Source: an optimization exercise on an open RTL-to-GDS flow (aim: small area, a short achievable clock period and few clock cycles). Production flows keep margins and buffers that such runs may drop.
Only simulation tests tie the RTL to the original design; equivalence was not proved.
No driver is modelled on the clock port, so clock power and skew are understated where the tree is cut down; a real chip needs a root buffer or a tree.
Power is estimated from default activity; no workload was simulated.

Setup of the baseline:
==> flow/design.v <==
module btcp_rx_check (
    input  wire        clk,
    input  wire        rst,
    input  wire        in_valid,
    output wire        in_ready,
    input  wire [31:0] in_data,
    input  wire        in_last,
    input  wire [2:0]  in_nbytes,    
    output wire        res_valid,
    input  wire        res_ready,
    output wire [1:0]  res_status,   
    output wire [15:0] res_seq,
    output wire [15:0] res_ack,
    output wire [7:0]  res_flags,
    output wire [7:0]  res_win,
    output wire [15:0] res_dlen,
    output wire [15:0] res_csum,     
    output wire [15:0] res_calc,     
    output wire        res_csum_ok,
    output wire [2:0]  res_type,
    output wire [9:0]  res_plen
);
    function [15:0] crc_x32;
        input [15:0] v;
        reg   [15:0] c;
        integer k;
        begin
            c = 16'h0000;
            for (k = 15; k >= 0; k = k - 1)
                c = (c[15] ^ v[k]) ? ({c[14:0], 1'b0} ^ 16'h1021)
                                   : {c[14:0], 1'b0};
            for (k = 0; k < 16; k = k + 1)
                c = c[15] ? ({c[14:0], 1'b0} ^ 16'h1021) : {c[14:0], 1'b0};
            crc_x32 = c;
        end
    endfunction
    function [15:0] crc_x8;
        input [15:0] v;
        reg   [15:0] c;
        integer k;
        begin
            c = v;
            for (k = 0; k < 8; k = k + 1)
                c = c[15] ? ({c[14:0], 1'b0} ^ 16'h1021) : {c[14:0], 1'b0};
            crc_x8 = c;
        end
    endfunction
    function [15:0] crc_d8;
        input [15:0] v;
        reg   [15:0] c;
        integer k;
        begin
            c = v;
            for (k = 0; k < 8; k = k + 1)
                c = c[0] ? ({1'b0, c[15:1]} ^ 16'h8810) : {1'b0, c[15:1]};
            crc_d8 = c;
        end
    endfunction
    reg        rx;         
    reg        ub;         
    reg        eq;         
    reg        rv;         
    reg [1:0]  uc;         
    reg [1:0]  hp;         
    reg [7:0]  cnt;        
    reg [1:0]  plo;        
    reg        big;        
    reg [15:0] sh;         
    reg [15:0] wr;         
    reg        wv;         
    reg        wf;         
    reg        wl;         
    reg [15:0] seq_r, ack_r, dlen_r, csum_r;
    reg [7:0]  flags_r, win_r;
    reg        ok_r;
    reg [2:0]  type_r;
    reg [1:0]  status_r;
    wire acc   = in_valid & rx;
    wire h0    = (hp == 2'd0);
    wire nb1   = ~in_nbytes[2] & ~in_nbytes[1];
    wire nb12  = ~in_nbytes[2] & ~(in_nbytes[1] & in_nbytes[0]);
    wire nb123 = ~in_nbytes[2];
    wire [15:0] dh = in_data[31:16] & {{8{hp != 2'd2}}, {8{(hp != 2'd2) & ~(in_last & nb1)}}};
    wire [15:0] dl = in_data[15:0]  & {{8{~(in_last & nb12)}}, {8{~(in_last & nb123)}}};
    wire [15:0] ms = crc_x32(sh);
    wire [15:0] wd = crc_x8(dh) ^ crc_d8(dl);
    wire [7:0] cbase = wf ? 8'hFD : cnt;
    always @(posedge clk) begin
        wr <= wd;
        wf <= h0;
        wl <= in_last;
        if (rst) begin
            wv <= 1'b0;
            rx <= 1'b1;
            ub <= 1'b0;
            eq <= 1'b0;
            rv <= 1'b0;
            hp <= 2'd0;
        end else begin
            wv <= acc;
            if (acc) begin
                if (in_last) begin
                    rx <= 1'b0;
                    hp <= 2'd0;
                end else if (hp != 2'd3) begin
                    hp <= hp + 2'd1;
                end
            end
            if (wv & wl) begin
                ub <= (uc != 2'd0);
                eq <= (uc == 2'd0);
            end else if (ub) begin
                ub <= (uc != 2'd1);
                eq <= (uc == 2'd1);
            end else begin
                eq <= 1'b0;
            end
            if (eq)
                rv <= 1'b1;
            if (rv & res_ready) begin
                rv <= 1'b0;
                rx <= 1'b1;
            end
        end
    end
    wire        e0   = rx & (hp == 2'd0);
    wire        e1   = rx & (hp == 2'd1);
    wire        e2   = rx & (hp == 2'd2);
    wire        keep = ~(wv | ub);
    wire [7:0]  cnext = cbase + {7'd0, ~wl | ~(plo[1] & plo[0])};
    always @(posedge clk) begin
        sh <= (sh & {16{keep}}) | (((ms & {16{~wf}}) ^ wr) & {16{wv}})
            | (crc_x8(sh) & {16{ub}});
        if (wv) begin
            cnt <= cnext;
            big <= ~wf & (big | (cnt == 8'd251 & ~wl));
        end
        if (rx) begin
            plo <= {~in_nbytes[1], in_nbytes[0]};
            uc  <= in_nbytes[1:0] - 2'd1;
        end else if (ub) begin
            uc  <= uc - 2'd1;
        end
        if (e0) seq_r   <= in_data[31:16];
        if (e0) ack_r   <= in_data[15:0];
        if (e1) flags_r <= in_data[31:24];
        if (e1) win_r   <= in_data[23:16];
        if (e1) dlen_r  <= in_data[15:0];
        if (e2) csum_r  <= in_data[31:16];
        ok_r <= (sh == csum_r);
        case (flags_r)
        8'h02:   type_r <= 3'd1;
        8'h10:   type_r <= 3'd2;
        8'h01:   type_r <= 3'd3;
        8'h12:   type_r <= 3'd4;
        8'h11:   type_r <= 3'd5;
        default: type_r <= ({cnt, plo} != 10'd0) ? 3'd6 : 3'd0;
        endcase
        status_r <= big                           ? 2'd2 :
                    (cnt >= 8'hFD)                ? 2'd1 :
                    (cnt == 8'd252 && plo != 2'd0) ? 2'd2 : 2'd0;
    end
    assign in_ready    = rx;
    assign res_valid   = rv;
    assign res_status  = status_r;
    assign res_seq     = seq_r;
    assign res_ack     = ack_r;
    assign res_flags   = flags_r;
    assign res_win     = win_r;
    assign res_dlen    = dlen_r;
    assign res_csum    = csum_r;
    assign res_calc    = sh;
    assign res_csum_ok = ok_r;
    assign res_type    = type_r;
    assign res_plen    = {cnt, plo};
endmodule
Settings: LEC_CHECK=0, CAP_MARGIN=20, CORE_MARGIN=2, CORE_UTILIZATION=35, PLACE_DENSITY=0.5, SETUP_SLACK_MARGIN=3.8, SLEW_MARGIN=20; clock period 6.0 ns.
standard.sh (not shown) runs the stock make flow with config.mk's settings and CLKGATE_MAP_FILE= SYNTH_SCRIPT=/design/flow/synth_recipe.tcl, a recipe that flattens the netlist after the stock synthesis.
==> flow/flow/run.sh <==
#!/bin/bash
# The standard layout (standard.sh) with two changes: port buffers use
# a small buffer cell, and the CTS step is replaced by flow/cts.tcl, which
# builds a two-level clock tree (see flow/clock_tree.tcl) and then repairs
# timing as ORFS's CTS step does. Logs: standard_place.log, cts.log (and
# orfs/logs/.../4_1_cts.log), standard_finish.log, plus ORFS's own logs.
set -euo pipefail
ARGS=(BUFFER_PORTS_ARGS="-buffer_cell sky130_fd_sc_hd__buf_1")
bash standard.sh "${ARGS[@]}" place > standard_place.log 2>&1
FLOW_FLOW_DIR="$PWD/flow" bash standard.sh "${ARGS[@]}" run \
  RUN_SCRIPT="$PWD/flow/cts.tcl" RUN_LOG_NAME_STEM=4_1_cts > cts.log 2>&1
bash standard.sh "${ARGS[@]}" finish > standard_finish.log 2>&1
Other scripts of this flow, unchanged in this note and not shown: flow/flow/clock_tree.tcl, flow/flow/cts.tcl
Testbench counts of the baseline, summed over its fixed seeds: cycles 28,837.
The following lists how the candidate was set up differently from the baseline:
diff --git a/flow/design.v b/flow/design.v
--- a/flow/design.v
+++ b/flow/design.v
@@ -65,14 +65,14 @@
     reg [7:0]  cnt;        
     reg [1:0]  plo;        
     reg        big;        
     reg [15:0] sh;         
     reg [15:0] wr;         
     reg        wv;         
-    reg        wf;         
-    reg        wl;         
+    wire       wf = (hp == 2'd1);
+    wire       wl = ~rx;
     reg [15:0] seq_r, ack_r, dlen_r, csum_r;
     reg [7:0]  flags_r, win_r;
     reg        ok_r;
     reg [2:0]  type_r;
     reg [1:0]  status_r;
     wire acc   = in_valid & rx;
@@ -81,17 +81,15 @@
     wire nb12  = ~in_nbytes[2] & ~(in_nbytes[1] & in_nbytes[0]);
     wire nb123 = ~in_nbytes[2];
     wire [15:0] dh = in_data[31:16] & {{8{hp != 2'd2}}, {8{(hp != 2'd2) & ~(in_last & nb1)}}};
     wire [15:0] dl = in_data[15:0]  & {{8{~(in_last & nb12)}}, {8{~(in_last & nb123)}}};
     wire [15:0] ms = crc_x32(sh);
     wire [15:0] wd = crc_x8(dh) ^ crc_d8(dl);
-    wire [7:0] cbase = wf ? 8'hFD : cnt;
+    wire [7:0] cbase = h0 ? 8'hFD : cnt;
     always @(posedge clk) begin
         wr <= wd;
-        wf <= h0;
-        wl <= in_last;
         if (rst) begin
             wv <= 1'b0;
             rx <= 1'b1;
             ub <= 1'b0;
             eq <= 1'b0;
             rv <= 1'b0;
@@ -124,19 +122,21 @@
         end
     end
     wire        e0   = rx & (hp == 2'd0);
     wire        e1   = rx & (hp == 2'd1);
     wire        e2   = rx & (hp == 2'd2);
     wire        keep = ~(wv | ub);
-    wire [7:0]  cnext = cbase + {7'd0, ~wl | ~(plo[1] & plo[0])};
+    wire [7:0]  cinc  = cbase + 8'd1;
+    wire        inc   = ~in_last | in_nbytes[2] | in_nbytes[1];
+    wire [7:0]  cnext = (cinc & {8{inc}}) | (cbase & {8{~inc}});
     always @(posedge clk) begin
         sh <= (sh & {16{keep}}) | (((ms & {16{~wf}}) ^ wr) & {16{wv}})
             | (crc_x8(sh) & {16{ub}});
-        if (wv) begin
+        if (acc) begin
             cnt <= cnext;
-            big <= ~wf & (big | (cnt == 8'd251 & ~wl));
+            big <= ~h0 & (big | (cnt == 8'd251 & ~in_last));
         end
         if (rx) begin
             plo <= {~in_nbytes[1], in_nbytes[0]};
             uc  <= in_nbytes[1:0] - 2'd1;
         end else if (ub) begin
             uc  <= uc - 2'd1;
Findings:
- First-iteration DRC count, the candidate and the baseline, higher one = the baseline.
- Going from the baseline to the candidate, post-cts repair resize count lost about 16%; total die area now smaller.
- The candidate -> the baseline: overall die height flat
- Taking the baseline as the reference, in the candidate clock share of power moved down, sequential cell area in the final layout moved down, wire length on met3 moved up, utilization moved up.
- The candidate ended up with a higher total power than the baseline did.
- Between the baseline and the candidate, post-route non-filler standard cell count increased.
- Summary of the candidate over the baseline: relative contribution of combinational cells to total power rose 3.2 points, starting density of the core flat.
Testbench counts of the candidate, summed over its fixed seeds: cycles 28,837.
No run of this note takes its clock network from TritonCTS; it comes from the design's own scripts or RTL.

---

== alpha ==
// btcp_rx_check: RTL as listed in full above, without the edits since
clock: 6.0 ns
lec_check: 0
cap_margin: 20
core_margin: 2
core_utilization: 40
place_density: 0.5
setup_slack_margin: 3.8
slew_margin: 20
Scripts as last shown in full above: flow/flow/run.sh
Other scripts of this flow, unchanged in this note and not shown: flow/flow/clock_tree.tcl, flow/flow/cts.tcl
alpha | stages: all done | timing, DRC, antenna: all pass
Testbench counts of alpha, summed over its fixed seeds: cycles 28,837.
[inputs] beta vs alpha
--- a/flow/design.v
+++ b/flow/design.v
@@ -69,6 +69,6 @@
     reg [15:0] wr;         
     reg        wv;         
-    reg        wf;         
-    reg        wl;         
+    wire       wf = (hp == 2'd1);
+    wire       wl = ~rx;
     reg [15:0] seq_r, ack_r, dlen_r, csum_r;
     reg [7:0]  flags_r, win_r;
@@ -85,9 +85,7 @@
     wire [15:0] ms = crc_x32(sh);
     wire [15:0] wd = crc_x8(dh) ^ crc_d8(dl);
-    wire [7:0] cbase = wf ? 8'hFD : cnt;
+    wire [7:0] cbase = h0 ? 8'hFD : cnt;
     always @(posedge clk) begin
         wr <= wd;
-        wf <= h0;
-        wl <= in_last;
         if (rst) begin
             wv <= 1'b0;
@@ -128,11 +126,13 @@
     wire        e2   = rx & (hp == 2'd2);
     wire        keep = ~(wv | ub);
-    wire [7:0]  cnext = cbase + {7'd0, ~wl | ~(plo[1] & plo[0])};
+    wire [7:0]  cinc  = cbase + 8'd1;
+    wire        inc   = ~in_last | in_nbytes[2] | in_nbytes[1];
+    wire [7:0]  cnext = (cinc & {8{inc}}) | (cbase & {8{~inc}});
     always @(posedge clk) begin
         sh <= (sh & {16{keep}}) | (((ms & {16{~wf}}) ^ wr) & {16{wv}})
             | (crc_x8(sh) & {16{ub}});
-        if (wv) begin
+        if (acc) begin
             cnt <= cnext;
-            big <= ~wf & (big | (cnt == 8'd251 & ~wl));
+            big <= ~h0 & (big | (cnt == 8'd251 & ~in_last));
         end
         if (rx) begin
## What came out
beta finished every stage and its layout cleared the timing, DRC and antenna checks.
Relative to alpha, met2 track demand over resource has gone up in beta.
Delta (beta minus alpha): power density over cell area saw an increase, via count climbed 141, mean routed wirelength per cell has increased, share of layout cells above drive strength 1 has increased.
beta vs alpha: final cell count without fillers up slightly
Of beta and alpha, beta shows the higher synthesized cell count, with alpha below it.
Comparing beta and alpha, the higher multi-input combinational cell count was measured on beta.
Testbench counts of beta, summed over its fixed seeds: cycles 28,837.
No run of this note takes its clock network from TritonCTS; it comes from the design's own scripts or RTL.

## separate check: timing with driven ports
Ports are ideal in the flow. The routed layouts listed here were re-timed in OpenROAD. Step 1, drivers: a clkbuf_16 drives clk and a buf_2 each remaining input, both assumed. Step 2 also shifts input and output timing later by t, the mid clock arrival at the registers, as if the neighbouring blocks saw the same clock. Three values: ideal, step 1, step 2; two values: the first two.
| run | t, ns | setup slack, ns | latest minus earliest clock arrival (ns) | slew at the worst register clock pin (ns) |
|---|---|---|---|---|
| the baseline | 0.346 | 3.814 / 3.746 / 3.576 | 0.017 / 0.018 | 0.08 / 0.08 |
| the candidate | 0.351 | 3.848 / 3.777 / 3.548 | 0.019 / 0.019 | 0.08 / 0.08 |
| alpha | 0.352 | 3.829 / 3.760 / 3.553 | 0.021 / 0.021 | 0.08 / 0.08 |
| beta | 0.348 | 3.825 / 3.771 / 3.501 | 0.009 / 0.009 | 0.08 / 0.08 |
After both steps every run listed still meets setup and hold. For beta, which loses most, drivers alone change the setup slack by -0.054 ns; drivers and shift together by -0.324 ns.
